From an optimization exercise on the open Yosys and OpenROAD flow, aimed at small area, a short achievable clock period and few clock cycles per item; shortcuts taken in it are not production practice. The RTL was checked by simulation tests, not by an equivalence proof against the original design. Power is estimated from default activity; no workload was simulated.

$ cat flow/run.sh
#!/bin/bash
# synth_recipe.tcl (not shown) runs the flow's synth.tcl, then flattens the netlist and writes it again
# the make line also repeats each setting of config.mk as NAME=value (left out here)
make -C /OpenROAD-flow-scripts/flow DESIGN_CONFIG=/design/flow/config.mk WORK_HOME=/design/flow/orfs CLKGATE_MAP_FILE= SYNTH_SCRIPT=/design/flow/synth_recipe.tcl finish
$ cat flow/config.mk
export PLATFORM = sky130hd
export DESIGN_NAME = irb_rng
export DESIGN_NICKNAME = irb_rng
export VERILOG_FILES = /design/flow/design.v
export SDC_FILE = /design/flow/constraint.sdc
export NUM_CORES = 4
export LEC_CHECK = 0
export CAP_MARGIN = 20
export CORE_MARGIN = 2
export CORE_UTILIZATION = 40
export SLEW_MARGIN = 20
$ cat flow/constraint.sdc
create_clock -name core_clock -period 8.0 [get_ports {clk}]
set_input_delay 1.6000 -clock core_clock [delete_from_list [all_inputs] [get_ports {clk}]]
set_output_delay 1.6000 -clock core_clock [all_outputs]
set_load 0.01 [all_outputs]
$ cat flow/design.v
module irb_rng (
    input  wire         clk,
    input  wire         rst,           
    input  wire         cmd_valid,
    output wire         cmd_ready,
    input  wire [31:0]  cmd_word,
    input  wire [127:0] seed_in,
    input  wire [128:0] a_in,          
    input  wire [128:0] b_in,          
    input  wire [31:0]  cnt_in,
    input  wire [511:0] h_in,
    output reg          res_valid,
    output reg  [3:0]   res_op,
    output reg  [127:0] res_value,
    output wire [31:0]  status
);
    localparam [3:0] OP_SEED    = 4'h5;
    localparam [3:0] OP_NEXT    = 4'h6;
    localparam [3:0] OP_RSTREAM = 4'h7;
    localparam [3:0] OP_RHASH   = 4'h8;
    localparam [3:0] C_OK       = 4'd0;
    localparam [3:0] C_PARAM    = 4'd1;
    localparam [3:0] C_UNSEEDED = 4'd3;
    localparam [3:0] C_ILLEGAL  = 4'd4;
    localparam [2:0] ST_IDLE  = 3'd0;
    localparam [2:0] ST_CHECK = 3'd1;    
    localparam [2:0] ST_DRAW  = 3'd2;    
    localparam [2:0] ST_HASH  = 3'd3;    
    localparam [2:0] ST_FIN   = 3'd4;    
    reg [2:0]   state;
    reg         seeded;
    reg [3:0]   st_code;
    reg         st_depr;
    reg [127:0] s;           
    reg [3:0]   op;          
    reg         enforce;
    reg [128:0] a_q;         
    reg [128:0] m_q;         
    reg [31:0]  cnt_left;    
    reg [511:0] h_q;         
    reg [7:0]   nbits;       
    reg [9:0]   bits_left;   
    reg [127:0] r;           
    assign cmd_ready = (state == ST_IDLE);
    assign status    = {26'd0, seeded, st_depr, st_code};
    wire [3:0] opc      = cmd_word[31:28];
    wire [10:0] n_imm   = cmd_word[10:0];
    wire dec_seed    = (opc == OP_SEED)    && (cmd_word[27:0]  == 28'd0);
    wire dec_next    = (opc == OP_NEXT)    && (cmd_word[27:12] == 16'd0);
    wire dec_rstream = (opc == OP_RSTREAM) && (cmd_word[27:0]  == 28'd0);
    wire dec_rhash   = (opc == OP_RHASH)   && (cmd_word[27:0]  == 28'd0);
    wire next_bad_n  = (n_imm == 11'd0) || (n_imm > 11'd128);
    wire         a_neg = a_q[128];
    wire         b_neg = m_q[128];
    wire [128:0] diff  = m_q - a_q;               
    wire         a_gt_b = diff[128];              
    reg [7:0] diff_len;
    integer k;
    always @(*) begin
        diff_len = 8'd1;
        for (k = 0; k < 128; k = k + 1)
            if (diff[k]) diff_len = k[7:0] + 8'd1;
    end
    wire         fb     = s[0] ^ s[1] ^ s[2] ^ s[7];
    wire [127:0] s_step = {fb, s[127:1]};
    wire         o_bit  = s[1];                   
    wire         in_bit = (state == ST_HASH) ? h_q[511] : o_bit;
    wire [128:0] t      = {r, in_bit};
    wire [129:0] t_sub  = {1'b0, t} - {1'b0, m_q};
    wire [127:0] t_red  = t_sub[129] ? t[127:0] : t_sub[127:0];
    wire [127:0] enf_mask = 128'd1 << (nbits - 8'd1);
    wire [127:0] fin_value = (op == OP_NEXT) ? (enforce ? (r | enf_mask) : r)
                                             : (a_q[127:0] + r);
    always @(posedge clk) begin
        res_valid <= 1'b0;
        if (rst) begin
            state   <= ST_IDLE;
            seeded  <= 1'b0;
            st_code <= C_OK;
            st_depr <= 1'b0;
        end else begin
            case (state)
            ST_IDLE: if (cmd_valid) begin
                st_depr <= 1'b0;
                if (dec_seed) begin
                    s       <= seed_in;
                    seeded  <= 1'b1;
                    st_code <= C_OK;
                end else if (dec_next) begin
                    if (next_bad_n)
                        st_code <= C_PARAM;
                    else if (!seeded)
                        st_code <= C_UNSEEDED;
                    else begin
                        op        <= OP_NEXT;
                        enforce   <= cmd_word[11];
                        nbits     <= n_imm[7:0];
                        bits_left <= {2'b00, n_imm[7:0]};
                        r         <= 128'd0;
                        state     <= ST_DRAW;
                    end
                end else if (dec_rstream || dec_rhash) begin
                    op       <= dec_rstream ? OP_RSTREAM : OP_RHASH;
                    a_q      <= a_in;
                    m_q      <= b_in;
                    cnt_left <= cnt_in;
                    h_q      <= h_in;
                    state    <= ST_CHECK;
                end else begin
                    st_code <= C_ILLEGAL;
                end
            end
            ST_CHECK: begin
                st_depr <= (op == OP_RHASH);
                if (a_neg || b_neg || a_gt_b) begin
                    st_code <= C_PARAM;
                    state   <= ST_IDLE;
                end else if (op == OP_RSTREAM && !seeded) begin
                    st_code <= C_UNSEEDED;
                    state   <= ST_IDLE;
                end else if (op == OP_RSTREAM && cnt_left == 32'd0) begin
                    st_code <= C_OK;
                    state   <= ST_IDLE;
                end else begin
                    m_q       <= diff + 129'd1;
                    nbits     <= diff_len;
                    r         <= 128'd0;
                    if (op == OP_RSTREAM) begin
                        bits_left <= {2'b00, diff_len};
                        state     <= ST_DRAW;
                    end else begin
                        bits_left <= 10'd512;
                        state     <= ST_HASH;
                    end
                end
            end
            ST_DRAW: begin
                s         <= s_step;
                r         <= (op == OP_NEXT) ? t[127:0] : t_red;
                bits_left <= bits_left - 10'd1;
                if (bits_left == 10'd1)
                    state <= ST_FIN;
            end
            ST_HASH: begin
                h_q       <= {h_q[510:0], 1'b0};
                r         <= t_red;
                bits_left <= bits_left - 10'd1;
                if (bits_left == 10'd1)
                    state <= ST_FIN;
            end
            ST_FIN: begin
                res_valid <= 1'b1;
                res_op    <= op;
                res_value <= fin_value;
                if (op == OP_RSTREAM && cnt_left != 32'd1) begin
                    cnt_left  <= cnt_left - 32'd1;
                    bits_left <= {2'b00, nbits};
                    r         <= 128'd0;
                    state     <= ST_DRAW;
                end else begin
                    st_code <= C_OK;
                    state   <= ST_IDLE;
                end
            end
            default: state <= ST_IDLE;
            endcase
        end
    end
endmodule
==> summary.txt <==
==> cell usage after synthesis (14+ instances only) <==
library cell and instances:
nor4_1 59, edfxtp_1 1211, nand4_1 84, nor3_1 128, o21bai_1 64, a21oi_1 664
and2_1 65, o22ai_1 17, nand3_1 147, a21o_1 271, o31ai_1 16, xnor2_1 339
a221o_1 14, nand3b_1 19, nor2b_1 85, nand2b_1 85, a211o_1 14, o21a_1 67
a311oi_1 14, buf_4 32, or2_2 26, inv_1 374, a211oi_1 139, or4_1 18
nor3b_1 15, a21boi_0 21, or3_1 46, a41oi_1 17, ha_1 391, o21ai_0 419
o21ai_1 19, nor2_1 374, mux2_2 638, a31oi_1 66, and3_1 86, and4_1 26
o211ai_1 37, nand2_1 715, xor2_1 180, clkbuf_1 286
==> metrics by stage <==
step,instance area (um2),setup slack (ps),total power [uW]
after floorplan,79300,77.2,7330
after global placement,93400,712,7870
after detailed placement,93400,619,7880
after CTS,98300,551,14800
after global routing,98400,51.7,15100
final,98400,357,14700
==> area by class of cell <==
cell class | instances | area, um2
repair buffers | 1218 | 12100
well taps | 2640 | 3300
multi-input cells | 5669 | 40000
clock inverters | 95 | 1090
diodes | 30 | 75.1
clock buffers | 180 | 3860
fillers | 18100 | 98600
flip-flops and latches | 1220 | 36500
inverters | 374 | 1400
==> power by group <==
group,total (uW),internal [uW],switching (uW)
logic,746,544,202
clock network,6940,3950,2980
registers,7000,7000,0.769
total,14700,11500,3190
==> state kept, by name, summed over array words and instances (netlist names), 3 cells and up <==
register,cells
a_q,129
bits_left,10
cnt_left,32
h_q,512
m_q,129
nbits,8
op,3
r,128
res_op,3
res_value,128
s,128
st_code,3
state,3
==> routing by layer <==
layer	global-route usage, %	up-vias	part of all wire, %
met1	39.3	31700	41
met2	46.2	2884	44
met4	13.1	96	4.8
met3	7.99	589	9.3
li1	-	30400	-
met5	0	-	0.20
==> worst max-delay path by stage <==
stage	from	to	slack [ps]	cells past startpoint
after floorplan	rst	res_op[0]	80	2
after detailed placement	a_q[0]	m_q[120]	620	20
final	m_q[0]	m_q[6]	360	24
after global routing	m_q[0]	m_q[6]	50	24
after global placement	a_q[0]	m_q[120]	710	20
after CTS	a_q[0]	m_q[120]	550	20
==> worst max-delay path, stage by stage (launching register included) <==
cell and delay [ps]:
edfxtp_1 430, inv_1 100, ha_1 170, fa_1 290, nand2b_1 180, a211oi_2 140
o211ai_1 510, nand4_1 310, nand3_1 440, a21oi_2 250, a21boi_1 640, nor4_1 160
buf_4 200, o211a_1 280, o211ai_1 370, a21oi_1 150, o31ai_1 320, a21oi_1 110
o21a_1 180, o21ai_0 480, nand3_1 220, or3b_2 530, a21oi_4 170, buf_12 260
buf_4 330
==> logic make-up after synthesis <==
| kind of cell | Yosys count | synth area share (%) |
|---|---|---|
| multiplexers | 650 | 9.23 |
| buffers and inverters | 713 | 3.57 |
| AO/OA/AOI/OAI | 2041 | 16.4 |
| adder cells (fa/ha/maj) | 394 | 6.26 |
| other | 1 | 0.00474 |
| AND/OR/NAND/NOR | 2037 | 12.6 |
| XOR/XNOR | 520 | 5.76 |
| flip-flops | 1220 | 46.2 |
==> cell usage in the layout (no fill, tap or decap), types with 85 or more instances in the layout <==
cell and n:
mux2_2 638, clkbuf_16 149, nand2_1 713, xor2_1 180
clkdlybuf4s50_1 1103, ha_1 391, inv_1 374, nor3_1 126
nor2b_1 85, nand3_1 147, xnor2_1 339, a211oi_1 139
edfxtp_1 1211, buf_4 97, and3_1 86, o21ai_0 419
nor2_1 365, a21o_1 271, a21oi_1 663
==> what timing repair did <==
item / in CTS / in global routing
endpoints found under the setup margin: 0 / 1
resized for setup: 0 / 1
hold endpoints to repair: 0 / 0
==> metrics.yaml <==
synth_top_cells_by_area: "edfxtp_1 46%, mux2_2 9.1%, ha_1 6.2%, a21oi_1 4.2%, xnor2_1 3.8%"
yosysUniqueCellTypes: 110
ctsHtreeMaxLevel: 4
end_kind: "flip-flop"
grt_setup_unrepaired: "false"
first_iter_violations: 7015
slew_headroom_pct: 19.4
hold_depth: 2
critical_path.max_fanout: 31
instances_no_fill: 11400
fmax_mhz: 131
p_per_area_nw_per_um2: 149
initial_utilization_pct: 40.2
yosysSeqAreaShare_pct: 46.2
dominantRegCellSynth: "edfxtp_1"
critPathLaunchType: "flip-flop"
grt_pass1_wl_um: 443000
hold_ws_ps: 512
yosysTopAreaCell: "edfxtp_1"
leakagePower_uw: 0.0370
cts_tree: "built"
insertion_delay_ps: 830
synth_cells: 7576
r2r_cells: 24
die_y_um: 449
hold_viol: 0
utilization_pct: 50.0
vias: 65700
cts_hold_repair.buffers: 0
maxCapViolCount: 0
grt-ovfl-total: 0
antenna_found_initial: 82
synth_seq_cells: 1220
synth.avg_cell_area_um2: 10.4
status: "complete, no violations"
syn_to_final_growth_pct: 24.4
routabilityCongestion: 0.995
post_drt_wl_per_cell_um: 27.4
critPathArrivalTime_ps: 8140
layout-drive-gt1-share_pct: 12.5
grt_pass1_vias: 63200
yosysWarningCount: 1
vdd_drop_max_v: 0.000195
cts.clk_slew.worst_paths_ps: 70
totalWireLength_um: 313000
clock_path_buffers: 3
timing.rr.end: "m_q[6]"
yosysTopAreaCellShare_pct: 45.9
num_rows: 163
hold_class: "flip-flop to flip-flop"
vias_per_cell: 5.75
slew_viol_final: 0
grt_util_all_layers_pct: 29.9
netlist_area_um2: 79200
fin_tns_setup_ps: 0
setup_viol: 0
worstMarginPinSlew_ps: 1210
hold_start: "st_code[2]"
first_pass_iters: 6
fin_worst_skew_ps: 53.5
cp.required_ps: 8490
dpl.cell_count: 11100
ant_nets: 0
timing.rr.start: "m_q[0]"
holdPathEnd: "st_code[2]"
postCtsSetupBuffers: 0
r2r_setup_slack_ps: 360
io_pins: 1131
cts_buffers: 147
ys_async_sr_fraction_pct: 0
finalCritPeriodShare_pct: 95.5
dieArea_um2: 201000
remaining_drc_errors: 0
synth_edf_count: 1211
layout.nets: 9989
dp.final_hpwl_um: 251000
io_buffers: 1103
grt_max_degree: 176
core_um2: 197000
clock-root-buffer: "clkbuf_16"
path_class: "flip-flop to flip-flop"
die_w_um: 449
clkSinkCount: 1220
fin_crit_ps: 7640
Testbench counts, summed over its fixed seeds: cycles 439,645, items 15,011.

## separate check: timing with driven ports
Ports are ideal in the flow. The routed layout listed here was re-timed in OpenROAD. Step 1 (the two cells are an assumption about what drives the block):
set clk [get_ports {clk}]
set_driving_cell -lib_cell sky130_fd_sc_hd__clkbuf_16 $clk
set_driving_cell -lib_cell sky130_fd_sc_hd__buf_2 [delete_from_list [all_inputs] $clk]
Step 2 times the ports against the registers' clock, not the clock port: input delays grow and output delays shrink by t, the midpoint of the rising clock arrivals with the driver on. Three values: ideal, step 1, step 2; two values: the first two.
t, ns: 0.894
setup slack, ns: 0.357 / 0.357 / 0.357
hold slack, ns: 0.512 / 0.512 / 0.512
slew at the worst register clock pin (ns): 0.07 / 0.07
worst data-port slew with drivers (ns): 0.26
After both steps setup and hold are still met in this run. For this run, drivers alone change the setup slack by 0.000 ns; drivers and shift together by 0.000 ns.
